What follows belongs to an exercise in optimizing a design on an open flow for small area, a short achievable clock period and few clock cycles; a production flow would make more cautious choices. Only simulation tests tie the RTL to the original design; equivalence was not proved. Power is estimated from default activity; no workload was simulated.

$ cat flow/run.sh
#!/bin/bash
# Standard layout with plain buffers on the ports, a smaller clock tree
# (8x clock buffers on larger sink clusters, no dummy loads), a denser core
# and timing repair aimed below the 10 ns clock period. ORFS writes each
# tool's full output under orfs/logs; make's output goes to standard.log.
set -euo pipefail
bash standard.sh \
  "BUFFER_PORTS_ARGS=-buffer_cell sky130_fd_sc_hd__buf_1" \
  "SETUP_SLACK_MARGIN=7" \
  "CORE_UTILIZATION=65" \
  "CTS_ARGS=-sink_clustering_enable -repair_clock_nets -dont_use_dummy_load -buf_list sky130_fd_sc_hd__clkbuf_8 -sink_clustering_size 40 -sink_clustering_max_diameter 80" \
  finish > standard.log 2>&1
$ cat standard.sh
#!/bin/bash
# synth_recipe.tcl (not shown) runs the flow's synth.tcl, then flattens the netlist and writes it again
# the make line also repeats each setting of config.mk as NAME=value (left out here)
make -C /OpenROAD-flow-scripts/flow DESIGN_CONFIG=/design/flow/config.mk WORK_HOME=/design/flow/orfs CLKGATE_MAP_FILE= SYNTH_SCRIPT=/design/flow/synth_recipe.tcl "${@:-finish}"
$ cat config.mk
export PLATFORM = sky130hd
export DESIGN_NAME = wpd_decomp
export DESIGN_NICKNAME = wpd_decomp
export VERILOG_FILES = /design/flow/design.v
export SDC_FILE = /design/flow/constraint.sdc
export NUM_CORES = 4
export LEC_CHECK = 0
export CAP_MARGIN = 20
export CORE_MARGIN = 2
export CORE_UTILIZATION = 40
export SLEW_MARGIN = 20
$ cat constraint.sdc
create_clock -name core_clock -period 10.0 [get_ports {clk}]
set_input_delay 2.0000 -clock core_clock [delete_from_list [all_inputs] [get_ports {clk}]]
set_output_delay 2.0000 -clock core_clock [all_outputs]
set_load 0.01 [all_outputs]
$ cat design.v
module wpd_decomp (
    input  wire        clk,
    input  wire        rst,           
    input  wire        in_valid,
    input  wire [7:0]  in_data,
    output wire        in_ready,
    output wire        out_valid,
    output wire [7:0]  out_data,
    input  wire        out_ready,
    output wire        ctx_valid,
    output wire [31:0] ignored_count,
    output wire [1:0]  err_code
);
    localparam [1:0] S_HDR  = 2'd0;
    localparam [1:0] S_PASS = 2'd1;
    localparam [1:0] S_CB   = 2'd2;
    localparam [1:0] S_RUN  = 2'd3;
    reg  [15:0] buf_q;      
    reg  [4:0]  p;          
    reg         in_rdy;
    reg  [1:0]  state;
    reg  [2:0]  cnt;        
    reg         is_accel;
    reg  [2:0]  sel;        
    reg  [3:0]  fcnt;       
    reg  [1:0]  phase;      
    reg         drop;       
    reg  [7:0]  dq;         
    reg         dv;         
    reg         drot;       
    reg         duse;       
    reg  [7:0]  w0, w1, w2;
    reg         vld;
    reg         inc_q;      
    reg  [7:0]  ig0, ig1, ig2, ig3;
    reg         c1, c2, c3;
    reg  [1:0]  err;
    reg         ov;         
    reg  [7:0]  ob;
    reg         ov1;        
    reg  [7:0]  ob1;
    wire adv  = !ov1;
    wire go   = adv && (err == 2'd0);
    wire head_free = !ov || out_ready;
    wire in_fire   = in_valid && in_rdy;
    wire        have8 = p[4] || p[3];
    wire [7:0]  xa    = p[4] ? buf_q[15:8] : buf_q[7:0];
    wire [23:0] wsh   = {buf_q, 8'h00} >> p;
    wire [7:0]  x8    = wsh[7:0];
    wire [7:0] w_next = (dv && drot) ? w1 : w0;
    reg  [3:0] wbits;
    reg  [7:0] dn;
    always @* begin
        case (sel)
            3'd0: begin wbits = 4'd3; dn = (x8[7:5] == 3'b100)   ? {w_next[7:2] == 6'b100000, 7'd0} : {{5{x8[7]}}, x8[7:5]}; end
            3'd1: begin wbits = 4'd4; dn = (x8[7:4] == 4'b1000)  ? {w_next[7:3] == 5'b10000, 7'd0}  : {{4{x8[7]}}, x8[7:4]}; end
            3'd2: begin wbits = 4'd5; dn = (x8[7:3] == 5'b10000) ? {w_next[7:4] == 4'b1000, 7'd0}   : {{3{x8[7]}}, x8[7:3]}; end
            3'd3: begin wbits = 4'd6; dn = (x8[7:2] == 6'b100000 && w_next[7]) ? 8'h80 : {{2{x8[7]}}, x8[7:2]}; end
            3'd4: begin wbits = 4'd8; dn = xa; end
            default: begin wbits = 4'd0; dn = 8'h00; end
        endcase
    end
    wire [2:0] cb_sel  = xa[6:4];
    wire       cb_top  = xa[7];
    wire [3:0] cb_fcm1 = xa[3:0];
    wire cb_still = (cb_sel == 3'd5) && cb_top;
    wire cb_lit   = (cb_sel == 3'd4);
    wire cb_bad   = cb_sel[2] && cb_sel != 3'd4 && !cb_still;
    wire cb_drop  = !cb_lit && !vld;
    reg  cb_long;
    always @* begin
        case (cb_sel)
            3'd0: cb_long = 1'b0;
            3'd1: cb_long = cb_fcm1 >= 4'd12;
            3'd2: cb_long = cb_fcm1 >= 4'd9;
            3'd3: cb_long = cb_fcm1 >= 4'd8;
            default: cb_long = !cb_still && cb_fcm1 >= 4'd6;
        endcase
    end
    wire [4:0] tag = xa[4:0];
    reg  [2:0] hlen_m1;
    reg        hvalid;
    always @* begin
        hvalid = 1'b1;
        case (tag)
            5'd0: hlen_m1 = 3'd4;
            5'd1: hlen_m1 = 3'd3;
            5'd2: hlen_m1 = 3'd1;
            5'd3: hlen_m1 = {({1'b0, xa[7]} + {1'b0, xa[6]} + {1'b0, xa[5]}), 1'b0};
            5'd4: hlen_m1 = 3'd2;
            5'd5: hlen_m1 = 3'd1;
            5'd7: hlen_m1 = 3'd2;
            5'd8: hlen_m1 = 3'd1;
            default: begin hlen_m1 = 3'd0; hvalid = 1'b0; end
        endcase
    end
    wire take = (phase != 2'd0);
    wire last = (phase == 2'd3) && (fcnt == 4'd0);
    wire [5:0] pmw    = {1'b0, p} - {2'b00, wbits};    
    wire       step   = !take || !pmw[5];
    wire [4:0] p_take = take ? pmw[4:0] : p;
    wire [4:0] p_run  = !step ? p : last ? {p_take[4:3], 3'b000} : p_take;
    wire [4:0] p_byte = have8 ? {1'b0, p[4], p[2:0]} : p;    
    wire [4:0] p_al   = !go ? p : (state == S_RUN) ? p_run : p_byte;
    wire [4:0] p_next = in_fire ? {p_al[4] | p_al[3], !p_al[3], p_al[2:0]} : p_al;   
    wire       rdy_next = in_fire ? (p_al == 5'd0) : (p_al <= 5'd8);
    reg set_err;
    always @* begin
        set_err = 1'b0;
        if (go && have8) begin
            if (state == S_HDR) set_err = (tag != 5'd6) && !hvalid;
            if (state == S_CB)  set_err = cb_long || cb_bad;
        end
    end
    wire [7:0] a    = duse ? w0 : 8'h00;
    wire [8:0] s    = {a[7], a} + {dq[7], dq};
    wire [7:0] newv = (s[8] && !s[7]) ? 8'h80 : (!s[8] && s[7]) ? 8'h7f : s[7:0];
    wire       push = adv && dv;
    assign in_ready      = in_rdy;
    assign out_valid     = ov;
    assign out_data      = ob;
    assign ctx_valid     = vld;
    assign ignored_count = {ig3, ig2, ig1, ig0};
    assign err_code      = err;
    always @(posedge clk) begin
        if (head_free)
            ob <= ov1 ? ob1 : newv;
        if (!ov1)
            ob1 <= newv;
        if (in_fire)
            buf_q <= {buf_q[7:0], in_data};
        if (go) begin
            case (state)
                S_HDR: begin
                    dq       <= xa;
                    drot     <= 1'b0;
                    duse     <= 1'b0;
                    is_accel <= (tag == 5'd1);
                    cnt      <= hlen_m1;
                end
                S_PASS: begin
                    dq   <= xa;
                    drot <= is_accel;
                    duse <= 1'b0;
                    if (have8)
                        cnt <= cnt - 3'd1;
                end
                S_CB: begin
                    dq    <= 8'h01;
                    drot  <= 1'b0;
                    duse  <= 1'b0;
                    sel   <= cb_still ? 3'd5 : cb_sel;
                    fcnt  <= cb_fcm1;
                    drop  <= cb_drop;
                    phase <= 2'd1;
                end
                default: if (step) begin
                    dq   <= take ? dn : 8'h01;
                    drot <= take;
                    duse <= take && (!sel[2] || sel == 3'd5);
                    if (phase == 2'd3) begin
                        phase <= drop ? 2'd1 : 2'd0;
                        fcnt  <= fcnt - 4'd1;
                    end else
                        phase <= phase + 2'd1;
                end
            endcase
        end
    end
    always @(posedge clk) begin
        if (rst) begin
            p       <= 5'd0;
            in_rdy  <= 1'b0;
            state   <= S_HDR;
            dv      <= 1'b0;
            w0      <= 8'd0;
            w1      <= 8'd0;
            w2      <= 8'd0;
            vld     <= 1'b0;
            inc_q   <= 1'b0;
            ig0     <= 8'd0;
            ig1     <= 8'd0;
            ig2     <= 8'd0;
            ig3     <= 8'd0;
            c1      <= 1'b0;
            c2      <= 1'b0;
            c3      <= 1'b0;
            err     <= 2'd0;
            ov      <= 1'b0;
            ov1     <= 1'b0;
        end else begin
            p      <= p_next;
            in_rdy <= (err == 2'd0) && !set_err && rdy_next;
            ov     <= ov1 || push || !head_free;
            ov1    <= !head_free && (ov1 || push);
            inc_q <= 1'b0;
            ig0 <= ig0 + {7'd0, inc_q};
            ig1 <= ig1 + {7'd0, c1};
            ig2 <= ig2 + {7'd0, c2};
            ig3 <= ig3 + {7'd0, c3};
            c1  <= inc_q && (ig0 == 8'hff);
            c2  <= c1 && (ig1 == 8'hff);
            c3  <= c2 && (ig2 == 8'hff);
            if (push && drot) begin
                w0 <= w1;
                w1 <= w2;
                w2 <= newv;
            end
            if (set_err)
                err <= (state == S_CB && !cb_long) ? 2'd2 : 2'd1;
            if (go) begin
                dv <= 1'b0;
                case (state)
                    S_HDR: if (have8 && hvalid && tag != 5'd6) begin
                        dv <= 1'b1;
                        if (tag == 5'd1)
                            vld <= 1'b1;
                        if (hlen_m1 != 3'd0)
                            state <= S_PASS;
                    end else if (have8 && tag == 5'd6)
                        state <= S_CB;
                    S_PASS: if (have8) begin
                        dv <= 1'b1;
                        if (cnt == 3'd1)
                            state <= S_HDR;
                    end
                    S_CB: if (have8 && !cb_long && !cb_bad) begin
                        if (cb_lit)
                            vld <= 1'b1;
                        inc_q <= cb_drop;
                        dv    <= !cb_drop;
                        state <= (cb_drop && cb_still) ? S_HDR : S_RUN;
                    end
                    default: if (step) begin
                        dv <= !drop;
                        if (last)
                            state <= S_HDR;
                    end
                endcase
            end
        end
    end
endmodule
==> impl_metrics.prom, run 1 <==
# TYPE chip_impl_metric gauge
chip_impl_info{name="outcome",value="timing/DRC/antenna clean"} 1
chip_impl_metric{name="power_density",unit="nW/um^2"} 213
chip_impl_metric{name="switching_power",unit="uW"} 653
chip_impl_metric{name="wire_per_inst",unit="um"} 19.1
chip_impl_metric{name="clkSinkCount",unit=""} 130
chip_impl_metric{name="slew_viol_final",unit=""} 0
chip_impl_metric{name="cts_hold_repair.buffers",unit=""} 0
chip_impl_metric{name="route.detailed.drc",unit=""} 0
chip_impl_metric{name="ys_types",unit=""} 79
chip_impl_metric{name="synthArstFlopShare",unit="%"} 0
chip_impl_metric{name="hold_viol",unit=""} 0
chip_impl_metric{name="initial_core_util",unit="%"} 67.1
chip_impl_info{name="cts_tree",value="done"} 1
chip_impl_metric{name="gp_routability_congestion",unit=""} 0.996
chip_impl_metric{name="seq_area_frac_synth",unit="%"} 42.0
chip_impl_metric{name="p_int",unit="uW"} 1060
chip_impl_metric{name="totalNegativeSetupSlack",unit="ns"} 0
chip_impl_metric{name="grt_pass1_wl",unit="um"} 29300
chip_impl_metric{name="drt_first_iter_violations",unit=""} 631
chip_impl_metric{name="number_of_setup_violations_in_the_final_report",unit=""} 0
chip_impl_info{name="path_class",value="reg2out"} 1
chip_impl_metric{name="syn_nets",unit=""} 832
chip_impl_info{name="synthMostInstantiatedCell",value="nand2_1"} 1
chip_impl_info{name="cts_root_buf",value="clkbuf_8"} 1
chip_impl_metric{name="via_count_normalized_by_instance_count",unit=""} 6.47
chip_impl_metric{name="layout_worst_path_cycle_share",unit="%"} 29.7
chip_impl_metric{name="grt_overflow",unit=""} 0
chip_impl_metric{name="rows",unit=""} 38
chip_impl_info{name="cp_slowest_cell",value="dfxtp_1"} 1
chip_impl_metric{name="tritoncts.num_buffers",unit=""} 17
chip_impl_info{name="timing.critical_path.from",value="ig1[5]"} 1
chip_impl_metric{name="antenna_found_initial",unit=""} 0
chip_impl_metric{name="io_buffers",unit=""} 56
chip_impl_metric{name="worst-path-buf-inv",unit=""} 1
chip_impl_metric{name="die_x",unit="um"} 110
chip_impl_metric{name="top_level_ports",unit=""} 57
chip_impl_metric{name="synth-edff-count",unit=""} 48
chip_impl_metric{name="timing.hold.ws",unit="ns"} 0.454
chip_impl_info{name="hp-start",value="ob1[0]"} 1
chip_impl_metric{name="clock_path_buffers",unit=""} 2
chip_impl_metric{name="areaGrowthSynthToFinish",unit="%"} 9.59
chip_impl_info{name="synth_top_cells_by_area",value="dfxtp_1, edfxtp_1, ha_1"} 1
chip_impl_metric{name="clkSlewWorstSetupHoldPaths",unit="ns"} 0.07
chip_impl_metric{name="routed_wirelength",unit="um"} 18600
chip_impl_metric{name="grt_max_degree",unit=""} 70
chip_impl_info{name="timing.critical_path.max_delay_family",value="flip-flops"} 1
chip_impl_metric{name="grt_pass1_vias",unit=""} 5935
chip_impl_metric{name="cap_violations",unit=""} 0
chip_impl_metric{name="n_antenna_cell",unit=""} 0
chip_impl_metric{name="antenna_nets_post_route",unit=""} 0
chip_impl_metric{name="maxSlewHeadroom",unit="%"} 41.1
chip_impl_metric{name="power.clock.fraction",unit="%"} 18.5
chip_impl_metric{name="synth_seq_cells",unit=""} 130
chip_impl_metric{name="combinationalPowerShare",unit="%"} 37.3
chip_impl_metric{name="max_clock_freq",unit="MHz"} 336
chip_impl_metric{name="finalCoreUtilization",unit="%"} 73.5
chip_impl_info{name="crit_path_cell_trace",value="buf_1"} 1
chip_impl_info{name="hp-class",value="reg2reg"} 1
chip_impl_info{name="synth_top_flop_cell",value="dfxtp_1"} 1
chip_impl_info{name="startpoint_type",value="flop"} 1
chip_impl_metric{name="drt_pre_antenna_iters",unit=""} 6
chip_impl_metric{name="die_ar",unit="sq um"} 12100
chip_impl_metric{name="post_synth.cell_area_avg",unit="sq um"} 9.32
chip_impl_metric{name="power.switching_fraction",unit="%"} 38.2
chip_impl_metric{name="worst_skew_pair.late_latency",unit="ns"} 0.44
chip_impl_metric{name="grt_use_total",unit="%"} 31.6
chip_impl_info{name="critical_path.reg2reg.startpoint",value="sel[0]"} 1
chip_impl_metric{name="period_minus_slack",unit="ns"} 2.97
chip_impl_metric{name="synth_warnings",unit=""} 1
chip_impl_metric{name="coreArea",unit="sq um"} 10900
chip_impl_metric{name="via_count",unit=""} 6293
chip_impl_metric{name="synthDominantCellAreaShare",unit="%"} 22.4
chip_impl_info{name="timing.critical_path.to_type",value="output port"} 1
chip_impl_info{name="unrepaired_setup_endpoints_after_global_routing",value="true"} 1
chip_impl_metric{name="syn-cell-area",unit="sq um"} 7330
chip_impl_metric{name="worst_clock_skew",unit="ns"} 0.0278
chip_impl_info{name="synthTopCellsByCount",value="nand2_1, dfxtp_1, nor2_1, a21oi_1, edfxtp_1"} 1
chip_impl_metric{name="die_height",unit="um"} 110
chip_impl_info{name="synth.largest_area_cell",value="dfxtp_1"} 1
chip_impl_metric{name="power_frac_seq",unit="%"} 44.2
chip_impl_metric{name="vdd.ir_drop.worst",unit="uV"} 162
chip_impl_metric{name="critical_path_peak_fanout",unit=""} 3
chip_impl_metric{name="layout-drive-gt1-share",unit="%"} 14.9
chip_impl_metric{name="synth_cells",unit=""} 787
chip_impl_metric{name="critical_path_arrival",unit="ns"} 0.97
chip_impl_metric{name="worst_ep_required_time",unit="ns"} 8.00
chip_impl_metric{name="tightestPinTransition",unit="ns"} 0.884
chip_impl_metric{name="static_leakage",unit="uW"} 0.00302
chip_impl_metric{name="cpPeakStageDelay",unit="ns"} 0.37
chip_impl_metric{name="detailedPlacementHpwl",unit="um"} 13300
chip_impl_metric{name="cts_htree_levels",unit=""} 4
chip_impl_metric{name="design.final.nets",unit=""} 879
-- power groups by stage --
stage	logic, uW	registers [uW]	clock network, uW
2_1_floorplan	426	750	0
3_3_place_gp	562	763	0
3_5_place_dp	579	767	0
4_1_cts	600	757	320
5_1_grt	694	769	341
6_report	638	757	317
-- state kept, by name (all words and copies together), names as in the netlist, 2 cells and up --
register / cells
ig1: 8
w0: 8
ob: 8
p: 5
fcnt: 4
buf_q: 16
err: 2
phase: 2
ig3: 8
cnt: 3
ob1: 8
ig0: 8
state: 2
sel: 3
w1: 8
dq: 8
ig2: 8
w2: 8
-- cells in the final DEF (no fill, tap or decap), drive strengths merged, types with 12 or more instances in the layout --
cell and n:
nor3 22, dfxtp 82, nand2 85, clkbuf 30, nor2b 12, buf 51
edfxtp 48, mux2 13, inv 34, nand3 21, ha 30, and2 13
nand2b 14, xor2 20, mux2i 20, nor2 73, o21ai 28, a21oi 60
-- per-stage QoR --
step	total power [uW]	setup WS (ns)	cells	instance area, sq um
global route	1800	6.95	972	8040
detailed placement	1350	6.41	950	7560
finish	1710	7.03	972	8040
CTS	1680	7.00	968	7910
global placement	1330	6.54	950	7560
floorplan	1180	7.03	787	7330
-- what timing repair did --
action,CTS,global route
setup buffers,1,4
setup endpoints to repair,69,69
pin swaps,2,6
gates resized for setup,47,45
hold endpoints to repair,0,0
gates cloned,0,0
-- cells by family (layout without fill, tap and decap cells) --
| family | Yosys count | in the layout | share of synthesized area [%] |
|---|---|---|---|
| multiplexers | 37 | 37 | 6.33 |
| buffers and inverters | 70 | 115 | 4.28 |
| AO/OA/AOI/OAI | 196 | 196 | 18.2 |
| AND/OR/NAND/NOR | 290 | 290 | 19.5 |
| adder cells (fa/ha/maj) | 34 | 34 | 6.07 |
| flip-flops | 130 | 130 | 42.0 |
| XOR/XNOR | 30 | 30 | 3.58 |
-- layout make-up --
class                           count  area [sq um]
Inverter                           34           130
Tap cell                          140           175
Timing Repair Buffer               64           313
Clock buffer                       17           234
Sequential cell                   130          3120
Fill cell                         834          2900
Multi-Input combinational cell    587          4060
-- metal layers --
layer | global-route usage [%] | wire length [um] | share of wire, %
met1 | 42.8 | 7940 | 43
met2 | 50.4 | 8760 | 47
met3 | 7.35 | 1490 | 8.0
met4 | 9.91 | 401 | 2.2
met5 | 0 | 0 | 0
-- final timing paths --
kind | endpoint | slack, ns | cells after the start
setup / recovery | ignored_count[13] | 7.03 | 1
hold / removal | ob1[0] | 0.45 | 2
setup reg to reg | state[1] | 7.08 | 11
hold reg to reg | ob1[0] | 0.45 | 2
Testbench counts, summed over its fixed seeds: cycles 89,846.
==> run 2: changes to the inputs <==
==> flow/run.sh (replaced) <==
#!/bin/bash
# Standard layout with plain buffers on the ports, a smaller clock tree
# (4x clock buffers at the leaves, no dummy loads), a denser core
# and timing repair aimed below the 10 ns clock period. ORFS writes each
# tool's full output under orfs/logs; make's output goes to standard.log.
set -euo pipefail
bash standard.sh \
  "BUFFER_PORTS_ARGS=-buffer_cell sky130_fd_sc_hd__buf_1" \
  "SETUP_SLACK_MARGIN=7" \
  "CORE_UTILIZATION=65" \
  "CTS_ARGS=-sink_clustering_enable -repair_clock_nets -dont_use_dummy_load -buf_list sky130_fd_sc_hd__clkbuf_4 -root_buf sky130_fd_sc_hd__clkbuf_8" \
  finish > standard.log 2>&1
==> impl_metrics.prom, run 2 <==
# TYPE chip_impl_metric gauge
chip_impl_info{name="outcome",value="timing/DRC/antenna clean"} 1
chip_impl_info{name="largest-register",value="buf_q"} 1
chip_impl_info{name="cts_root_buf",value="clkbuf_8"} 1
chip_impl_metric{name="place_inst",unit=""} 950
chip_impl_metric{name="syn-cell-area",unit="sq um"} 7330
chip_impl_info{name="timing.critical_path.to_type",value="output port"} 1
chip_impl_metric{name="gp_routability_congestion",unit=""} 0.996
chip_impl_metric{name="tritoncts.num_buffers",unit=""} 17
chip_impl_metric{name="io_buffers",unit=""} 56
chip_impl_metric{name="die_height",unit="um"} 110
chip_impl_metric{name="worst_ep_required_time",unit="ns"} 8.00
chip_impl_metric{name="coreArea",unit="sq um"} 10900
chip_impl_info{name="layout.cells.most_common",value="nand2_1"} 1
chip_impl_metric{name="routed_wirelength",unit="um"} 18400
chip_impl_info{name="critical_path.reg2reg.startpoint",value="p[4]"} 1
chip_impl_info{name="synthMostInstantiatedCell",value="nand2_1"} 1
chip_impl_metric{name="layout.cell_area.non_filler",unit="sq um"} 7960
chip_impl_metric{name="grt_overflow",unit=""} 0
chip_impl_metric{name="synthDominantCellAreaShare",unit="%"} 22.4
chip_impl_metric{name="power.clock.fraction",unit="%"} 14.6
chip_impl_metric{name="antenna_found_initial",unit=""} 0
chip_impl_metric{name="vdd.ir_drop.worst",unit="uV"} 146
chip_impl_metric{name="clkSlewWorstSetupHoldPaths",unit="ns"} 0.11
chip_impl_metric{name="die_ar",unit="sq um"} 12100
chip_impl_metric{name="layout-drive-gt1-share",unit="%"} 15.3
chip_impl_metric{name="detailedPlacementHpwl",unit="um"} 13300
chip_impl_metric{name="layout_worst_path_cycle_share",unit="%"} 29.6
chip_impl_metric{name="worst-path-buf-inv",unit=""} 1
chip_impl_metric{name="clock_path_buffers",unit=""} 2
chip_impl_metric{name="drt_first_iter_violations",unit=""} 593
chip_impl_metric{name="p_int",unit="uW"} 995
chip_impl_metric{name="final_cells",unit=""} 975
chip_impl_metric{name="postPlaceCellArea",unit="sq um"} 7560
chip_impl_metric{name="synthArstFlopShare",unit="%"} 0
chip_impl_metric{name="route.detailed.drc",unit=""} 0
chip_impl_metric{name="critical_path_peak_fanout",unit=""} 5
chip_impl_metric{name="finalCoreUtilization",unit="%"} 72.8
chip_impl_metric{name="cap_violations",unit=""} 0
chip_impl_metric{name="top_level_ports",unit=""} 57
chip_impl_metric{name="finalPower",unit="uW"} 1640
chip_impl_metric{name="wire_per_inst",unit="um"} 18.9
chip_impl_metric{name="grt_pass1_wl",unit="um"} 29100
chip_impl_metric{name="switching_power",unit="uW"} 641
chip_impl_metric{name="slew_viol_final",unit=""} 0
chip_impl_metric{name="whs_path_depth",unit=""} 2
chip_impl_metric{name="n_antenna_cell",unit=""} 0
chip_impl_metric{name="power.switching_fraction",unit="%"} 39.2
chip_impl_metric{name="synth_seq_cells",unit=""} 130
chip_impl_metric{name="synth_cells",unit=""} 787
chip_impl_metric{name="combinationalPowerShare",unit="%"} 39.3
chip_impl_metric{name="via_count_normalized_by_instance_count",unit=""} 6.49
chip_impl_metric{name="critical_path_arrival",unit="ns"} 0.96
chip_impl_info{name="timing.critical_path.from",value="ig3[3]"} 1
chip_impl_info{name="path_class",value="reg2out"} 1
chip_impl_metric{name="clkSinkCount",unit=""} 130
chip_impl_metric{name="cpPeakStageDelay",unit="ns"} 0.38
chip_impl_info{name="final_cell_mix",value="nand2_1, nor2_1, a21oi_1"} 1
chip_impl_metric{name="post_synth.cell_area_avg",unit="sq um"} 9.32
chip_impl_metric{name="cts_hold_repair.buffers",unit=""} 0
chip_impl_metric{name="initial_core_util",unit="%"} 67.1
chip_impl_metric{name="power_frac_seq",unit="%"} 46.1
chip_impl_info{name="hp-start",value="w1[1]"} 1
chip_impl_metric{name="antenna_nets_post_route",unit=""} 0
chip_impl_info{name="timing.critical_path.max_delay_family",value="flip-flops"} 1
chip_impl_info{name="cts_tree",value="done"} 1
chip_impl_metric{name="worst_skew_pair.late_latency",unit="ns"} 0.43
chip_impl_info{name="cp_slowest_cell",value="dfxtp_2"} 1
chip_impl_metric{name="r2r_cells",unit=""} 8
chip_impl_metric{name="die_x",unit="um"} 110
chip_impl_info{name="unrepaired_setup_endpoints_after_global_routing",value="true"} 1
chip_impl_metric{name="max_clock_freq",unit="MHz"} 338
chip_impl_metric{name="ys_types",unit=""} 79
chip_impl_metric{name="maxSlewHeadroom",unit="%"} 41.6
chip_impl_metric{name="grt_pass1_vias",unit=""} 5918
chip_impl_metric{name="static_leakage",unit="uW"} 0.00299
chip_impl_info{name="synth_top_cells_by_area",value="dfxtp_1, edfxtp_1, ha_1"} 1
chip_impl_metric{name="path_depth",unit=""} 1
chip_impl_metric{name="largest_register_ff_count",unit=""} 16
chip_impl_info{name="hp-class",value="reg2reg"} 1
chip_impl_info{name="crit-reg2reg-capture",value="vld"} 1
chip_impl_metric{name="totalNegativeSetupSlack",unit="ns"} 0
chip_impl_info{name="synth_top_flop_cell",value="dfxtp_1"} 1
chip_impl_metric{name="syn_nets",unit=""} 832
chip_impl_metric{name="period_minus_slack",unit="ns"} 2.96
chip_impl_info{name="synthTopCellsByCount",value="nand2_1, dfxtp_1, nor2_1, a21oi_1, edfxtp_1"} 1
chip_impl_metric{name="seq_area_frac_synth",unit="%"} 42.0
chip_impl_info{name="startpoint_type",value="flop"} 1
chip_impl_metric{name="synth-edff-count",unit=""} 48
chip_impl_metric{name="number_of_setup_violations_in_the_final_report",unit=""} 0
chip_impl_metric{name="drt_pre_antenna_iters",unit=""} 7
chip_impl_metric{name="via_count",unit=""} 6323
chip_impl_metric{name="grt_max_degree",unit=""} 70
chip_impl_info{name="crit_path_cell_trace",value="clkbuf_2"} 1
chip_impl_metric{name="grt_use_total",unit="%"} 31.5
chip_impl_metric{name="tightestPinTransition",unit="ns"} 0.875
chip_impl_metric{name="cts_htree_levels",unit=""} 4
chip_impl_metric{name="worst_clock_skew",unit="ns"} 0.0389
chip_impl_metric{name="hold_viol",unit=""} 0
chip_impl_metric{name="rows",unit=""} 38
chip_impl_metric{name="design.final.nets",unit=""} 882
chip_impl_metric{name="power_density",unit="nW/um^2"} 205
chip_impl_metric{name="reg2reg_slack",unit="ns"} 7.08
chip_impl_info{name="hold-path-endpoint",value="w1[1]"} 1
chip_impl_metric{name="areaGrowthSynthToFinish",unit="%"} 8.57
chip_impl_info{name="synth.largest_area_cell",value="dfxtp_1"} 1
chip_impl_metric{name="fillCellCount",unit=""} 842
chip_impl_metric{name="synth_warnings",unit=""} 1
==> run 2: changes by cell type in the layout (fill, tap and decap cells not counted), moves of 3 or more <==
cell,change
buf_2,-10
buf_4,+3
clkbuf_2,+9
clkbuf_4,+16
clkbuf_8,-16
==> run 2: logic make-up (layout without fill, tap and decap cells) <==
logic type                 after synthesis  in the layout  synth area share [%]
and+or+nand+nor                        290            290                  19.5
AOI/OAI and AO/OA                      196            196                  18.2
DFF                                    130            130                  42.0
buffers and inverters                   70            118                  4.28
muxes                                   37             37                  6.33
adders and majority gates               34             34                  6.07
xor gates and xnor gates                30             30                  3.58
==> run 2: power groups by stage <==
stage	sequential [uW]	combinational [uW]	clock, uW
detailed placement	767	579	0
finish	754	642	239
global placement	763	562	0
global route	767	699	264
CTS	754	603	243
floorplan	750	426	0
==> run 2: routing by layer <==
metal / part of all wire, % / track usage, % / routed length (um) / vias to the layer above
met2: 47 / 50.2 / 8730 / 298
met1: 42 / 42.5 / 7830 / 3007
met3: 8.0 / 7.64 / 1480 / 40
li1: - / - / - / 2978
met4: 2.2 / 9.55 / 397 / 0
met5: 0 / 0 / 0 / -
==> run 2: through the flow <==
step	setup WS (ns)	hold slack, ns
2_1_floorplan	7.03	0.408
3_3_place_gp	6.54	0.426
3_5_place_dp	6.41	0.437
4_1_cts	6.98	0.462
5_1_grt	6.94	0.488
6_report	7.04	0.463
==> run 2: how the worst max path moves through the flow <==
| stage | slack, ns | endpoint |
|---|---|---|
| global route | 6.94 | ob[6] |
| global placement | 6.54 | c2 |
| CTS | 6.98 | ignored_count[18] |
| floorplan | 7.03 | in_rdy |
| finish | 7.04 | ignored_count[27] |
| detailed placement | 6.41 | fcnt[0] |
==> run 2: timing repair <==
| action | 4_1_cts | 5_1_grt |
|---|---|---|
| buffers inserted | 3 | 5 |
| resized for setup | 37 | 56 |
| pin swaps | 2 | 7 |
| setup endpoints to repair | 66 | 65 |
| gates cloned | 0 | 0 |
| endpoints found under the hold margin | 0 | 0 |
==> run 2: final cells by class <==
class	count	area, sq um	share of cell area (%)
multi-input combinational	587	4060	51.0
sequential	130	3130	39.3
timing repair buffer	67	334	4.20
tap	140	175	2.20
clock buffer	17	134	1.68
inverter	34	128	1.60
==> run 3: changes to the inputs <==
--- a/design.v
+++ b/design.v
@@ -67,6 +67,18 @@
     wire cb_lit   = (cb_sel == 3'd4);
     wire cb_bad   = cb_sel[2] && cb_sel != 3'd4 && !cb_still;
     wire cb_drop  = !cb_lit && !vld;
+    wire [4:0] cb_fc = {1'b0, cb_fcm1} + 5'd1;
+    reg  [7:0] cb_bits;
+    always @* begin
+        case (cb_sel[1:0])
+            2'd0: cb_bits = {cb_fc, 3'b000} + {3'b000, cb_fc};           
+            2'd1: cb_bits = {cb_fc, 3'b000} + {1'b0, cb_fc, 2'b00};      
+            2'd2: cb_bits = {cb_fc[3:0], 4'b0000} - {3'b000, cb_fc};     
+            default: cb_bits = {cb_fc[3:0], 4'b0000} + {2'b00, cb_fc, 1'b0};   
+        endcase
+    end
+    wire [7:0] cb_bm1  = cb_bits - 8'd1;
+    wire [4:0] skip_m1 = cb_bm1[7:3];
     reg  cb_long;
     always @* begin
         case (cb_sel)
@@ -95,12 +107,12 @@
         endcase
     end
     wire take = (phase != 2'd0);
-    wire last = (phase == 2'd3) && (fcnt == 4'd0);
+    wire last = drop ? ({phase[0], fcnt} == 5'd0) : (phase == 2'd3) && (fcnt == 4'd0);
     wire [5:0] pmw    = {1'b0, p} - {2'b00, wbits};    
-    wire       step   = !take || !pmw[5];
+    wire       step   = drop ? have8 : !take || !pmw[5];
     wire [4:0] p_take = take ? pmw[4:0] : p;
-    wire [4:0] p_run  = !step ? p : last ? {p_take[4:3], 3'b000} : p_take;
     wire [4:0] p_byte = have8 ? {1'b0, p[4], p[2:0]} : p;    
+    wire [4:0] p_run  = drop ? p_byte : !step ? p : last ? {p_take[4:3], 3'b000} : p_take;
     wire [4:0] p_al   = !go ? p : (state == S_RUN) ? p_run : p_byte;
     wire [4:0] p_next = in_fire ? {p_al[4] | p_al[3], !p_al[3], p_al[2:0]} : p_al;   
     wire       rdy_next = in_fire ? (p_al == 5'd0) : (p_al <= 5'd8);
@@ -150,11 +162,14 @@
                     drot  <= 1'b0;
                     duse  <= 1'b0;
                     sel   <= cb_still ? 3'd5 : cb_sel;
-                    fcnt  <= cb_fcm1;
+                    fcnt  <= cb_drop ? skip_m1[3:0] : cb_fcm1;
                     drop  <= cb_drop;
-                    phase <= 2'd1;
-                end
-                default: if (step) begin
+                    phase <= cb_drop ? {1'b0, skip_m1[4]} : 2'd1;
+                end
+                default: if (drop) begin
+                    if (have8)
+                        {phase[0], fcnt} <= {phase[0], fcnt} - 5'd1;
+                end else if (step) begin
                     dq   <= take ? dn : 8'h01;
                     drot <= take;
                     duse <= take && (!sel[2] || sel == 3'd5);
==> flow/run.sh (replaced) <==
#!/bin/bash
# Standard layout with plain buffers on the ports, a smaller clock tree
# (8x clock buffers on larger sink clusters, no dummy loads), a denser core
# and timing repair aimed below the 10 ns clock period. ORFS writes each
# tool's full output under orfs/logs; make's output goes to standard.log.
set -euo pipefail
bash standard.sh \
  "BUFFER_PORTS_ARGS=-buffer_cell sky130_fd_sc_hd__buf_1" \
  "SETUP_SLACK_MARGIN=7" \
  "CORE_UTILIZATION=65" \
  "CTS_ARGS=-sink_clustering_enable -repair_clock_nets -dont_use_dummy_load -buf_list sky130_fd_sc_hd__clkbuf_8 -sink_clustering_size 40 -sink_clustering_max_diameter 80" \
  finish > standard.log 2>&1
==> impl_metrics.prom, run 3 <==
# TYPE chip_impl_metric gauge
chip_impl_metric{name="gp_routability_congestion",unit=""} 0.952
chip_impl_metric{name="worst_clock_skew",unit="ns"} 0.0318
chip_impl_metric{name="n_antenna_cell",unit=""} 0
chip_impl_metric{name="layout-drive-gt1-share",unit="%"} 23.7
chip_impl_metric{name="drt_pre_antenna_iters",unit=""} 5
chip_impl_metric{name="syn-cell-area",unit="sq um"} 7840
chip_impl_metric{name="initial_core_util",unit="%"} 65.8
chip_impl_metric{name="antenna_found_initial",unit=""} 0
chip_impl_metric{name="finalCoreUtilization",unit="%"} 77.4
chip_impl_metric{name="cts_hold_repair.buffers",unit=""} 0
chip_impl_metric{name="critical_path_arrival",unit="ns"} 3.43
chip_impl_metric{name="hold_viol",unit=""} 0
chip_impl_metric{name="clkSinkCount",unit=""} 130
chip_impl_metric{name="combinationalPowerShare",unit="%"} 45.0
chip_impl_info{name="layout.cells.most_common",value="nand2_1"} 1
chip_impl_metric{name="synthArstFlopShare",unit="%"} 0
chip_impl_metric{name="clock_path_buffers",unit=""} 2
chip_impl_info{name="synth.largest_area_cell",value="dfxtp_1"} 1
chip_impl_metric{name="route.detailed.drc",unit=""} 0
chip_impl_metric{name="detailedPlacementHpwl",unit="um"} 13300
chip_impl_metric{name="number_of_setup_violations_in_the_final_report",unit=""} 0
chip_impl_metric{name="totalNegativeSetupSlack",unit="ns"} 0
chip_impl_metric{name="post-route-worst-setup-slack",unit="ns"} 6.70
chip_impl_metric{name="post_synth.cell_area_avg",unit="sq um"} 9.05
chip_impl_info{name="largest-register",value="buf_q"} 1
chip_impl_info{name="final_cell_mix",value="nand2_1, nor2_1, dfxtp_1"} 1
chip_impl_metric{name="drt_first_iter_violations",unit=""} 713
chip_impl_info{name="unrepaired_setup_endpoints_after_global_routing",value="true"} 1
chip_impl_info{name="cts_root_buf",value="clkbuf_8"} 1
chip_impl_metric{name="die_x",unit="um"} 114
chip_impl_info{name="synthTopCellsByCount",value="nand2_1, nor2_1, dfxtp_1, a21oi_1, edfxtp_1"} 1
chip_impl_metric{name="io_buffers",unit=""} 56
chip_impl_metric{name="power.clock.fraction",unit="%"} 16.3
chip_impl_metric{name="synth_warnings",unit=""} 1
chip_impl_info{name="cts_tree",value="done"} 1
chip_impl_metric{name="tightestPinTransition",unit="ns"} 0.842
chip_impl_metric{name="r2r_cells",unit=""} 14
chip_impl_metric{name="vdd.ir_drop.worst",unit="uV"} 128
chip_impl_metric{name="rows",unit=""} 40
chip_impl_info{name="synth_top_flop_cell",value="dfxtp_1"} 1
chip_impl_info{name="hp-start",value="w2[7]"} 1
chip_impl_metric{name="largest_register_ff_count",unit=""} 16
chip_impl_metric{name="place_ws",unit="ns"} 5.64
chip_impl_metric{name="cap_violations",unit=""} 0
chip_impl_metric{name="top_level_ports",unit=""} 57
chip_impl_metric{name="grt_pass1_vias",unit=""} 6486
chip_impl_metric{name="grt_use_total",unit="%"} 30.3
chip_impl_metric{name="grt_max_degree",unit=""} 74
chip_impl_metric{name="synth-edff-count",unit=""} 48
chip_impl_metric{name="p_int",unit="uW"} 1200
chip_impl_metric{name="maxSlewHeadroom",unit="%"} 43.6
chip_impl_metric{name="synth_cells",unit=""} 866
chip_impl_metric{name="grt_pass1_wl",unit="um"} 31300
chip_impl_metric{name="seq_area_frac_synth",unit="%"} 39.3
chip_impl_info{name="setup.worst_path.end",value="phase[0]"} 1
chip_impl_info{name="timing.critical_path.from",value="p[4]"} 1
chip_impl_metric{name="period_minus_slack",unit="ns"} 3.30
chip_impl_metric{name="worst_skew_pair.late_latency",unit="ns"} 0.46
chip_impl_metric{name="static_leakage",unit="uW"} 0.00356
chip_impl_info{name="synth_top_cells_by_area",value="dfxtp_1, edfxtp_1, ha_1"} 1
chip_impl_metric{name="die_ar",unit="sq um"} 12900
chip_impl_metric{name="antenna_nets_post_route",unit=""} 0
chip_impl_metric{name="routed_wirelength",unit="um"} 19500
chip_impl_metric{name="coreArea",unit="sq um"} 11900
chip_impl_metric{name="critical_path_peak_fanout",unit=""} 6
chip_impl_metric{name="power_frac_seq",unit="%"} 38.7
chip_impl_metric{name="syn_nets",unit=""} 924
chip_impl_metric{name="worst_ep_required_time",unit="ns"} 10.14
chip_impl_metric{name="via_count_normalized_by_instance_count",unit=""} 6.26
chip_impl_info{name="synthMostInstantiatedCell",value="nand2_1"} 1
chip_impl_metric{name="synth_seq_cells",unit=""} 130
chip_impl_metric{name="max_clock_freq",unit="MHz"} 303
chip_impl_info{name="hp-class",value="reg2reg"} 1
chip_impl_metric{name="ys_types",unit=""} 72
chip_impl_metric{name="grt_overflow",unit=""} 0
chip_impl_metric{name="die_height",unit="um"} 114
chip_impl_metric{name="layout_worst_path_cycle_share",unit="%"} 33.0
chip_impl_metric{name="cts_htree_levels",unit=""} 4
chip_impl_info{name="outcome",value="timing/DRC/antenna clean"} 1
chip_impl_metric{name="switching_power",unit="uW"} 758
chip_impl_info{name="startpoint_type",value="flop"} 1
chip_impl_metric{name="slew_viol_final",unit=""} 0
chip_impl_metric{name="wire_per_inst",unit="um"} 17.8
chip_impl_metric{name="areaGrowthSynthToFinish",unit="%"} 17.7
chip_impl_info{name="path_class",value="reg2reg"} 1
chip_impl_metric{name="clkSlewWorstSetupHoldPaths",unit="ns"} 0.06
chip_impl_metric{name="tritoncts.num_buffers",unit=""} 17
chip_impl_metric{name="via_count",unit=""} 6871
chip_impl_metric{name="reg2reg_slack",unit="ns"} 6.70
chip_impl_metric{name="power_density",unit="nW/um^2"} 212
chip_impl_metric{name="synthDominantCellAreaShare",unit="%"} 21.0
chip_impl_info{name="timing.critical_path.to_type",value="flop"} 1
chip_impl_info{name="crit-reg2reg-capture",value="phase[0]"} 1
chip_impl_metric{name="design.final.nets",unit=""} 1011
chip_impl_info{name="critical_path.reg2reg.startpoint",value="p[4]"} 1
chip_impl_metric{name="power.switching_fraction",unit="%"} 38.8
chip_impl_metric{name="whs_path_depth",unit=""} 2
==> run 3: power by group through the flow <==
stage               Clock [uW]  Sequential [uW]  Combinational (uW)
floorplan                    0              744                 556
global placement             0              769                 683
detailed placement           0              773                 700
CTS                        324              754                 782
global route               340              767                 962
finish                     319              757                 879
==> run 3: how the worst min path moves through the flow <==
stage	endpoint	slack [ns]
CTS	w1[7]	0.44
global route	w0[0]	0.47
floorplan	buf_q[10]	0.42
global placement	w1[7]	0.44
detailed placement	w0[1]	0.45
finish	w1[7]	0.44
==> run 3: kinds of logic (layout without fill, tap and decap cells) <==
group | count (synthesis) | after routing | synth area share [%]
and+or+nand+nor | 330 | 330 | 20.9
AOI/OAI and AO/OA | 194 | 194 | 15.7
DFF | 130 | 130 | 39.3
buffers and inverters | 73 | 158 | 3.72
adders and majority gates | 47 | 47 | 7.95
xor gates and xnor gates | 46 | 46 | 5.38
muxes | 46 | 46 | 6.99
==> run 3: repair_timing <==
| item | in CTS | in global routing |
|---|---|---|
| pin swaps | 12 | 24 |
| buffers inserted | 37 | 14 |
| gates resized for setup | 74 | 75 |
| setup endpoints to repair | 78 | 68 |
==> run 3: worst max-delay path: stages, from the launching register on <==
cell	delay (ns)
dfxtp_4	0.41
mux2i_4	0.31
buf_8	0.14
ha_4	0.21
nor2_2	0.09
a21oi_2	0.04
ha_2	0.22
fa_2	0.42
xnor2_2	0.14
nor2_1	0.07
a221oi_2	0.26
nand2_2	0.13
nor4_4	0.30
xnor2_1	0.16
a31oi_1	0.09
==> run 3: through the flow <==
step | total power, uW | hold WS, ns | area [sq um] | instances
2_1_floorplan | 1300 | 0.421 | 7960 | 866
3_3_place_gp | 1450 | 0.439 | 8150 | 1030
3_5_place_dp | 1470 | 0.447 | 8150 | 1030
4_1_cts | 1860 | 0.444 | 8870 | 1084
5_1_grt | 2070 | 0.471 | 9220 | 1098
6_report | 1950 | 0.443 | 9220 | 1098
==> run 3: cell type report <==
class                           count  area, sq um
Timing Repair Buffer              112          719
Clock buffer                       17          234
Inverter                           29          113
Sequential cell                   130         3130
Fill cell                         796         2690
Multi-Input combinational cell    663         4840
Tap cell                          147          184
==> run 3: metal layers <==
metal	global-route usage [%]	wire length, um	vias up	share of wire [%]
met5	0	0	-	0
met4	13.1	604	0	3.1
met3	5.63	1020	58	5.2
met2	50.5	9660	247	49
met1	38.8	8270	3275	42
li1	-	-	3291	-
Testbench counts of run 3, summed over its fixed seeds: cycles 89,590.
==> run 4: changes to the inputs <==
--- a/design.v
+++ b/design.v
@@ -67,10 +67,10 @@
     wire cb_lit   = (cb_sel == 3'd4);
     wire cb_bad   = cb_sel[2] && cb_sel != 3'd4 && !cb_still;
     wire cb_drop  = !cb_lit && !vld;
-    wire [4:0] cb_fc = {1'b0, cb_fcm1} + 5'd1;
+    wire [4:0] cb_fc = {1'b0, fcnt} + 5'd1;
     reg  [7:0] cb_bits;
     always @* begin
-        case (cb_sel[1:0])
+        case (sel[1:0])
             2'd0: cb_bits = {cb_fc, 3'b000} + {3'b000, cb_fc};           
             2'd1: cb_bits = {cb_fc, 3'b000} + {1'b0, cb_fc, 2'b00};      
             2'd2: cb_bits = {cb_fc[3:0], 4'b0000} - {3'b000, cb_fc};     
@@ -107,12 +107,12 @@
         endcase
     end
     wire take = (phase != 2'd0);
-    wire last = drop ? ({phase[0], fcnt} == 5'd0) : (phase == 2'd3) && (fcnt == 4'd0);
+    wire last = drop ? (!phase[1] && {phase[0], fcnt} == 5'd0) : (phase == 2'd3) && (fcnt == 4'd0);
     wire [5:0] pmw    = {1'b0, p} - {2'b00, wbits};    
-    wire       step   = drop ? have8 : !take || !pmw[5];
+    wire       step   = drop ? (have8 && !phase[1]) : !take || !pmw[5];
     wire [4:0] p_take = take ? pmw[4:0] : p;
     wire [4:0] p_byte = have8 ? {1'b0, p[4], p[2:0]} : p;    
-    wire [4:0] p_run  = drop ? p_byte : !step ? p : last ? {p_take[4:3], 3'b000} : p_take;
+    wire [4:0] p_run  = drop ? (phase[1] ? p : p_byte) : !step ? p : last ? {p_take[4:3], 3'b000} : p_take;
     wire [4:0] p_al   = !go ? p : (state == S_RUN) ? p_run : p_byte;
     wire [4:0] p_next = in_fire ? {p_al[4] | p_al[3], !p_al[3], p_al[2:0]} : p_al;   
     wire       rdy_next = in_fire ? (p_al == 5'd0) : (p_al <= 5'd8);
@@ -162,12 +162,14 @@
                     drot  <= 1'b0;
                     duse  <= 1'b0;
                     sel   <= cb_still ? 3'd5 : cb_sel;
-                    fcnt  <= cb_drop ? skip_m1[3:0] : cb_fcm1;
+                    fcnt  <= cb_fcm1;
                     drop  <= cb_drop;
-                    phase <= cb_drop ? {1'b0, skip_m1[4]} : 2'd1;
+                    phase <= cb_drop ? 2'd2 : 2'd1;
                 end
                 default: if (drop) begin
-                    if (have8)
+                    if (phase[1])
+                        {phase, fcnt} <= {1'b0, skip_m1};
+                    else if (have8)
                         {phase[0], fcnt} <= {phase[0], fcnt} - 5'd1;
                 end else if (step) begin
                     dq   <= take ? dn : 8'h01;
==> impl_metrics.prom, run 4 <==
# TYPE chip_impl_metric gauge
chip_impl_info{name="final_cell_mix",value="nand2_1, nor2_1, a21oi_1"} 1
chip_impl_metric{name="syn-cell-area",unit="sq um"} 8070
chip_impl_metric{name="via_count_normalized_by_instance_count",unit=""} 6.45
chip_impl_metric{name="ys_types",unit=""} 88
chip_impl_metric{name="postPlaceCellArea",unit="sq um"} 8320
chip_impl_metric{name="n_antenna_cell",unit=""} 0
chip_impl_metric{name="critical_path_peak_fanout",unit=""} 5
chip_impl_metric{name="max_clock_freq",unit="MHz"} 333
chip_impl_metric{name="grt_overflow",unit=""} 0
chip_impl_metric{name="power_density",unit="nW/um^2"} 172
chip_impl_metric{name="drt_first_iter_violations",unit=""} 771
chip_impl_metric{name="wire_per_inst",unit="um"} 19.2
chip_impl_info{name="timing.critical_path.to_type",value="flop"} 1
chip_impl_metric{name="drt_pre_antenna_iters",unit=""} 7
chip_impl_metric{name="layout_worst_path_cycle_share",unit="%"} 30.1
chip_impl_metric{name="tritoncts.num_buffers",unit=""} 17
chip_impl_info{name="unrepaired_setup_endpoints_after_global_routing",value="true"} 1
chip_impl_info{name="outcome",value="timing/DRC/antenna clean"} 1
chip_impl_metric{name="synth_seq_cells",unit=""} 130
chip_impl_metric{name="worst_ep_required_time",unit="ns"} 10.18
chip_impl_metric{name="die_ar",unit="sq um"} 13300
chip_impl_metric{name="clkSinkCount",unit=""} 130
chip_impl_metric{name="cts_hold_repair.buffers",unit=""} 0
chip_impl_metric{name="synth_cells",unit=""} 874
chip_impl_metric{name="synthArstFlopShare",unit="%"} 0
chip_impl_metric{name="cts_htree_levels",unit=""} 4
chip_impl_metric{name="grt_pass1_wl",unit="um"} 33100
chip_impl_info{name="synth_top_cells_by_area",value="dfxtp_1, edfxtp_1, ha_1"} 1
chip_impl_metric{name="layout.cell_area.non_filler",unit="sq um"} 9210
chip_impl_metric{name="grt_use_total",unit="%"} 31.9
chip_impl_metric{name="die_x",unit="um"} 115
chip_impl_metric{name="rows",unit=""} 40
chip_impl_metric{name="grt_pass1_vias",unit=""} 6609
chip_impl_metric{name="worst_skew_pair.late_latency",unit="ns"} 0.45
chip_impl_info{name="largest-register",value="buf_q"} 1
chip_impl_metric{name="vdd.ir_drop.worst",unit="uV"} 103
chip_impl_metric{name="antenna_nets_post_route",unit=""} 0
chip_impl_metric{name="routed_wirelength",unit="um"} 21300
chip_impl_info{name="layout.cells.most_common",value="nand2_1"} 1
chip_impl_info{name="startpoint_type",value="flop"} 1
chip_impl_metric{name="initial_core_util",unit="%"} 66.9
chip_impl_metric{name="clkSlewWorstSetupHoldPaths",unit="ns"} 0.08
chip_impl_info{name="synth.largest_area_cell",value="dfxtp_1"} 1
chip_impl_metric{name="detailedPlacementHpwl",unit="um"} 14600
chip_impl_metric{name="period_minus_slack",unit="ns"} 3.01
chip_impl_info{name="synthMostInstantiatedCell",value="nand2_1"} 1
chip_impl_info{name="synthTopCellsByCount",value="nand2_1, dfxtp_1, nor2_1, a21oi_1, edfxtp_1"} 1
chip_impl_info{name="synth_top_flop_cell",value="dfxtp_1"} 1
chip_impl_metric{name="design.final.nets",unit=""} 1002
chip_impl_metric{name="syn_nets",unit=""} 929
chip_impl_metric{name="static_leakage",unit="uW"} 0.00348
chip_impl_metric{name="tightestPinTransition",unit="ns"} 0.811
chip_impl_metric{name="antenna_found_initial",unit=""} 0
chip_impl_metric{name="worst_clock_skew",unit="ns"} 0.0322
chip_impl_metric{name="number_of_setup_violations_in_the_final_report",unit=""} 0
chip_impl_metric{name="largest_register_ff_count",unit=""} 16
chip_impl_metric{name="hold_viol",unit=""} 0
chip_impl_info{name="hp-class",value="reg2reg"} 1
chip_impl_metric{name="areaGrowthSynthToFinish",unit="%"} 14.1
chip_impl_metric{name="synth-edff-count",unit=""} 48
chip_impl_metric{name="grt_max_degree",unit=""} 67
chip_impl_metric{name="synthDominantCellAreaShare",unit="%"} 20.3
chip_impl_metric{name="clock_path_buffers",unit=""} 2
chip_impl_info{name="cts_tree",value="done"} 1
chip_impl_metric{name="seq_area_frac_synth",unit="%"} 38.2
chip_impl_metric{name="io_buffers",unit=""} 56
chip_impl_metric{name="maxSlewHeadroom",unit="%"} 44.4
chip_impl_metric{name="route.detailed.drc",unit=""} 0
chip_impl_metric{name="layout-drive-gt1-share",unit="%"} 19.7
chip_impl_metric{name="cap_violations",unit=""} 0
chip_impl_metric{name="synth_warnings",unit=""} 1
chip_impl_metric{name="die_height",unit="um"} 115
chip_impl_metric{name="post_synth.cell_area_avg",unit="sq um"} 9.24
chip_impl_metric{name="totalNegativeSetupSlack",unit="ns"} 0
chip_impl_metric{name="gp_routability_congestion",unit=""} 0.946
chip_impl_metric{name="fillCellCount",unit=""} 852
chip_impl_info{name="path_class",value="reg2reg"} 1
chip_impl_metric{name="top_level_ports",unit=""} 57
chip_impl_metric{name="via_count",unit=""} 7184
chip_impl_metric{name="coreArea",unit="sq um"} 12100
chip_impl_metric{name="critical_path_arrival",unit="ns"} 3.18
chip_impl_metric{name="slew_viol_final",unit=""} 0
chip_impl_info{name="cts_root_buf",value="clkbuf_8"} 1
[run 4: changes by cell type after synthesis, moves of 5 or more]
cell / previous run / this run
a211oi_1: 16 / 11
a21oi_1: 58 / 65
a22oi_1: 0 / 5
clkbuf_1: 35 / 25
inv_1: 26 / 32
mux2i_1: 33 / 21
mux4_1: 0 / 9
nand2_1: 96 / 102
nand3_1: 22 / 28
nor2_1: 85 / 77
o21ai_0: 41 / 30
o221ai_1: 7 / 2
o311ai_0: 2 / 9
[run 4: path summary, 6_finish.rpt]
check / start / to / slack, ns / depth (start not counted)
max: fcnt[0] / phase[0] / 6.99 / 13
min: w1[1] / w0[1] / 0.44 / 2
max reg2reg: fcnt[0] / phase[0] / 6.99 / 13
min reg2reg: w1[1] / w0[1] / 0.44 / 2
[run 4: cell type report]
| class | instances | area (sq um) | area share [%] |
|---|---|---|---|
| inverter | 36 | 141 | 1.53 |
| multi-input combinational | 664 | 4930 | 53.5 |
| clock buffer | 17 | 234 | 2.54 |
| timing repair buffer | 98 | 577 | 6.26 |
| sequential | 130 | 3120 | 33.9 |
| tap | 168 | 210 | 2.28 |
[run 4: metrics by stage]
stage	power (uW)	utilization, %	worst slack (ns)	instances	hold slack, ns
5_1_grt	1670	76.4	6.90	1113	0.456
3_5_place_dp	1170	69.0	6.41	1058	0.432
3_3_place_gp	1160	69.0	6.55	1058	0.423
2_1_floorplan	1050	-	7.01	874	0.412
6_report	1590	76.4	6.99	1113	0.436
4_1_cts	1530	73.2	6.93	1092	0.441
[run 4: logic make-up after synthesis]
kind of cell / synth area share (%)
and+or+nand+nor: 18.5
AOI/OAI and AO/OA: 19.1
DFF: 38.2
buffers and inverters: 4.70
adders and majority gates: 7.25
muxes: 7.79
xor gates and xnor gates: 4.45
[run 4: power breakdown]
part / leakage, uW / internal (uW) / total [uW] / switching (uW)
clock: 0.000122 / 149 / 323 / 174
sequential: 0.00115 / 652 / 705 / 53.0
combinational: 0.00221 / 225 / 560 / 335
[run 4: worst max-delay path, cell delays in order, from the launching register on]
cell and delay [ns]:
edfxtp_1 0.53, inv_4 0.12, ha_4 0.22, nor2_1 0.10
a21oi_1 0.05, ha_2 0.19, fa_1 0.41, a21o_1 0.19
a21oi_1 0.17, xnor2_1 0.16, nor2_1 0.07, a221oi_2 0.29
nand3b_1 0.11, nor3b_1 0.14
[run 4: repair_timing]
| item | 4_1_cts | 5_1_grt |
|---|---|---|
| resized for setup | 51 | 68 |
| setup endpoints to repair | 64 | 76 |
| pin swaps | 4 | 15 |
| cloned | 0 | 2 |
| buffers inserted | 17 | 19 |
[run 4: per-layer routing]
layer | track usage, % | vias to the layer above | wire length [um]
li1 | - | 3368 | -
met4 | 16.7 | 0 | 1000
met5 | 0 | - | 0
met2 | 52.0 | 355 | 10000
met3 | 7.06 | 84 | 1620
met1 | 39.8 | 3377 | 8720
Testbench counts of run 4, summed over its fixed seeds: cycles 89,618.
==> run 5: changes to the inputs <==
--- a/design.v
+++ b/design.v
@@ -67,18 +67,76 @@
     wire cb_lit   = (cb_sel == 3'd4);
     wire cb_bad   = cb_sel[2] && cb_sel != 3'd4 && !cb_still;
     wire cb_drop  = !cb_lit && !vld;
-    wire [4:0] cb_fc = {1'b0, fcnt} + 5'd1;
-    reg  [7:0] cb_bits;
-    always @* begin
-        case (sel[1:0])
-            2'd0: cb_bits = {cb_fc, 3'b000} + {3'b000, cb_fc};           
-            2'd1: cb_bits = {cb_fc, 3'b000} + {1'b0, cb_fc, 2'b00};      
-            2'd2: cb_bits = {cb_fc[3:0], 4'b0000} - {3'b000, cb_fc};     
-            default: cb_bits = {cb_fc[3:0], 4'b0000} + {2'b00, cb_fc, 1'b0};   
+    reg  [4:0] skip_m1;
+    always @* begin
+        case ({sel[1:0], fcnt})
+            6'd0: skip_m1 = 5'd1;
+            6'd1: skip_m1 = 5'd2;
+            6'd2: skip_m1 = 5'd3;
+            6'd3: skip_m1 = 5'd4;
+            6'd4: skip_m1 = 5'd5;
+            6'd5: skip_m1 = 5'd6;
+            6'd6: skip_m1 = 5'd7;
+            6'd7: skip_m1 = 5'd8;
+            6'd8: skip_m1 = 5'd10;
+            6'd9: skip_m1 = 5'd11;
+            6'd10: skip_m1 = 5'd12;
+            6'd11: skip_m1 = 5'd13;
+            6'd12: skip_m1 = 5'd14;
+            6'd13: skip_m1 = 5'd15;
+            6'd14: skip_m1 = 5'd16;
+            6'd15: skip_m1 = 5'd17;
+            6'd16: skip_m1 = 5'd1;
+            6'd17: skip_m1 = 5'd2;
+            6'd18: skip_m1 = 5'd4;
+            6'd19: skip_m1 = 5'd5;
+            6'd20: skip_m1 = 5'd7;
+            6'd21: skip_m1 = 5'd8;
+            6'd22: skip_m1 = 5'd10;
+            6'd23: skip_m1 = 5'd11;
+            6'd24: skip_m1 = 5'd13;
+            6'd25: skip_m1 = 5'd14;
+            6'd26: skip_m1 = 5'd16;
+            6'd27: skip_m1 = 5'd17;
+            6'd28: skip_m1 = 5'd19;
+            6'd29: skip_m1 = 5'd20;
+            6'd30: skip_m1 = 5'd22;
+            6'd31: skip_m1 = 5'd23;
+            6'd32: skip_m1 = 5'd1;
+            6'd33: skip_m1 = 5'd3;
+            6'd34: skip_m1 = 5'd5;
+            6'd35: skip_m1 = 5'd7;
+            6'd36: skip_m1 = 5'd9;
+            6'd37: skip_m1 = 5'd11;
+            6'd38: skip_m1 = 5'd13;
+            6'd39: skip_m1 = 5'd14;
+            6'd40: skip_m1 = 5'd16;
+            6'd41: skip_m1 = 5'd18;
+            6'd42: skip_m1 = 5'd20;
+            6'd43: skip_m1 = 5'd22;
+            6'd44: skip_m1 = 5'd24;
+            6'd45: skip_m1 = 5'd26;
+            6'd46: skip_m1 = 5'd28;
+            6'd47: skip_m1 = 5'd29;
+            6'd48: skip_m1 = 5'd2;
+            6'd49: skip_m1 = 5'd4;
+            6'd50: skip_m1 = 5'd6;
+            6'd51: skip_m1 = 5'd8;
+            6'd52: skip_m1 = 5'd11;
+            6'd53: skip_m1 = 5'd13;
+            6'd54: skip_m1 = 5'd15;
+            6'd55: skip_m1 = 5'd17;
+            6'd56: skip_m1 = 5'd20;
+            6'd57: skip_m1 = 5'd22;
+            6'd58: skip_m1 = 5'd24;
+            6'd59: skip_m1 = 5'd26;
+            6'd60: skip_m1 = 5'd29;
+            6'd61: skip_m1 = 5'd31;
+            6'd62: skip_m1 = 5'd1;
+            6'd63: skip_m1 = 5'd3;
+            default: skip_m1 = 5'd0;
         endcase
     end
-    wire [7:0] cb_bm1  = cb_bits - 8'd1;
-    wire [4:0] skip_m1 = cb_bm1[7:3];
     reg  cb_long;
     always @* begin
         case (cb_sel)
==> impl_metrics.prom, run 5 <==
# TYPE chip_impl_metric gauge
chip_impl_metric{name="post-route-worst-setup-slack",unit="ns"} 7.03
chip_impl_info{name="outcome",value="timing/DRC/antenna clean"} 1
chip_impl_info{name="final_cell_mix",value="nand2_1, nor2_1, dfxtp_1"} 1
chip_impl_metric{name="whs_path_depth",unit=""} 2
chip_impl_info{name="synth.largest_area_cell",value="dfxtp_1"} 1
chip_impl_info{name="synth_top_family_by_area",value="simple AND/OR/NAND/NOR gates"} 1
chip_impl_metric{name="synth_area_in_adders",unit="%"} 6.82
chip_impl_metric{name="hold_viol",unit=""} 0
chip_impl_metric{name="coreArea",unit="sq um"} 12000
chip_impl_metric{name="critical_path_arrival",unit="ns"} 3.17
chip_impl_info{name="crit-reg2reg-capture",value="dq[3]"} 1
chip_impl_metric{name="die_x",unit="um"} 115
chip_impl_metric{name="route.detailed.drc",unit=""} 0
chip_impl_metric{name="static_leakage",unit="uW"} 0.00327
chip_impl_metric{name="place_ws",unit="ns"} 6.36
chip_impl_metric{name="max_clock_freq",unit="MHz"} 336
chip_impl_metric{name="synth_seq_cells",unit=""} 130
chip_impl_info{name="synthMostInstantiatedCell",value="nand2_1"} 1
chip_impl_metric{name="synth-edff-count",unit=""} 48
chip_impl_metric{name="syn_nets",unit=""} 898
chip_impl_metric{name="die_ar",unit="sq um"} 13200
chip_impl_info{name="timing.critical_path.to_type",value="flop"} 1
chip_impl_metric{name="antenna_nets_post_route",unit=""} 0
chip_impl_metric{name="clkSlewWorstSetupHoldPaths",unit="ns"} 0.08
chip_impl_metric{name="die_height",unit="um"} 115
chip_impl_metric{name="slew_viol_final",unit=""} 0
chip_impl_metric{name="rows",unit=""} 40
chip_impl_metric{name="tightestPinTransition",unit="ns"} 0.868
chip_impl_metric{name="period_minus_slack",unit="ns"} 2.97
chip_impl_metric{name="areaGrowthSynthToFinish",unit="%"} 9.40
chip_impl_info{name="layout.cells.most_common",value="nand2_1"} 1
chip_impl_metric{name="detailedPlacementHpwl",unit="um"} 14400
chip_impl_metric{name="synth_cells",unit=""} 845
chip_impl_metric{name="grt_pass1_wl",unit="um"} 31900
chip_impl_metric{name="worst_skew_pair.late_latency",unit="ns"} 0.44
chip_impl_info{name="synth_top_flop_cell",value="dfxtp_1"} 1
chip_impl_metric{name="design.final.nets",unit=""} 956
chip_impl_metric{name="synth_simple_gate_area_share",unit="%"} 20.0
chip_impl_info{name="hold-path-endpoint",value="w1[0]"} 1
chip_impl_metric{name="grt_max_degree",unit=""} 68
chip_impl_metric{name="antenna_found_initial",unit=""} 0
chip_impl_metric{name="layout_worst_path_cycle_share",unit="%"} 29.7
chip_impl_metric{name="synthDominantCellAreaShare",unit="%"} 20.5
chip_impl_metric{name="multi_input_area",unit="sq um"} 4630
chip_impl_info{name="largest-register",value="buf_q"} 1
chip_impl_info{name="cts_root_buf",value="clkbuf_8"} 1
chip_impl_metric{name="cap_violations",unit=""} 0
chip_impl_metric{name="synthArstFlopShare",unit="%"} 0
chip_impl_metric{name="largest_register_ff_count",unit=""} 16
-- run 5: cells by family after synthesis --
| group | after synthesis |
|---|---|
| simple gates | 314 |
| compound gates | 201 |
| flops | 130 |
| buf+inv | 77 |
| mux | 47 |
| fa+ha+maj | 42 |
| xor+xnor | 34 |
-- run 5: area by class of cell --
cell class | count | area share, %
clock buffers | 17 | 2.67
inverters | 33 | 1.49
multi-input cells | 638 | 52.9
flip-flops and latches | 130 | 35.7
well taps | 147 | 2.10
repair buffers | 83 | 5.17
-- run 5: timing repair --
item | CTS | global route
gates resized for setup | 41 | 35
setup buffers | 9 | 15
setup endpoints to repair | 61 | 38
pin swaps | 1 | 3
-- run 5: how the worst max path moves through the flow --
stage           start           endpoint  slack (ns)
2_1_floorplan  sel[0]            fcnt[0]        7.00
3_3_place_gp   sel[1]            fcnt[0]        6.53
3_5_place_dp   sel[1]            fcnt[0]        6.36
4_1_cts        ig3[4]  ignored_count[28]        7.00
5_1_grt        sel[0]               p[4]        6.97
6_report         p[3]              dq[3]        7.03
-- run 5: report_power, final --
group	internal [uW]	total, uW	leakage (uW)	switching, uW
Clock	149	320	0.000122	171
Combinational	348	893	0.00200	545
Sequential	696	795	0.00115	99.5
-- run 5: routing by layer --
layer	up-vias	track usage [%]	part of all wire, %
li1	3197	-	-
met4	0	13.4	3.5
met5	-	0	0
met1	3258	40.8	42
met3	80	5.75	7.9
met2	363	50.0	47
-- run 5: critical path, cell delays in order, from the launching register on --
cell      delay, ns
dfxtp_1        0.76
or2_2          0.43
a211oi_2       0.09
a221oi_4       0.57
nor2_1         0.14
a211oi_1       0.36
a21oi_1        0.16
o32ai_1        0.23
-- run 5: stage by stage --
stage	utilization [%]	cells	hold slack, ns	instance area [sq um]	total power, uW
2_1_floorplan	-	845	0.425	8010	1400
3_3_place_gp	68.0	1007	0.439	8170	1580
3_5_place_dp	68.0	1007	0.445	8170	1610
4_1_cts	71.2	1033	0.454	8550	1950
5_1_grt	72.9	1048	0.490	8760	2120
6_report	72.9	1048	0.455	8760	2010
Testbench counts of run 5, summed over its fixed seeds: cycles 89,618.

-- what the ideal ports hide --
No port has a modelled driver above. Below, the same layouts with a new extraction and two added sets of constraints.
Step 1 assumes that a clkbuf_16 drives the clock port and a buf_2 every other input.
Step 2 also shifts input and output timing later by t, the mid clock arrival at the registers, as if the neighbouring blocks saw the same clock.
a / b / c = ideal / step 1 / step 2; a / b = the first two.
run	t (ns)	setup WS [ns]	worst hold slack (ns)	worst setup path at the end	pins driven straight from the clock port
run 1	0.461	7.026 / 6.989 / 6.649	0.454 / 0.454 / 0.454	input to register	1
run 2	0.445	7.041 / 7.005 / 6.665	0.463 / 0.463 / 0.463	input to register	1
run 3	0.478	6.702 / 6.702 / 6.697	0.443 / 0.443 / 0.443	input to register	1
run 4	0.478	6.993 / 6.993 / 6.688	0.436 / 0.436 / 0.436	input to register	1
run 5	0.464	7.028 / 7.003 / 6.708	0.455 / 0.455 / 0.455	input to register	1
After both steps setup and hold are still met in every run listed. The setup slack of run 1, which loses most, moves by -0.037 ns with the drivers and by -0.377 ns with both steps.
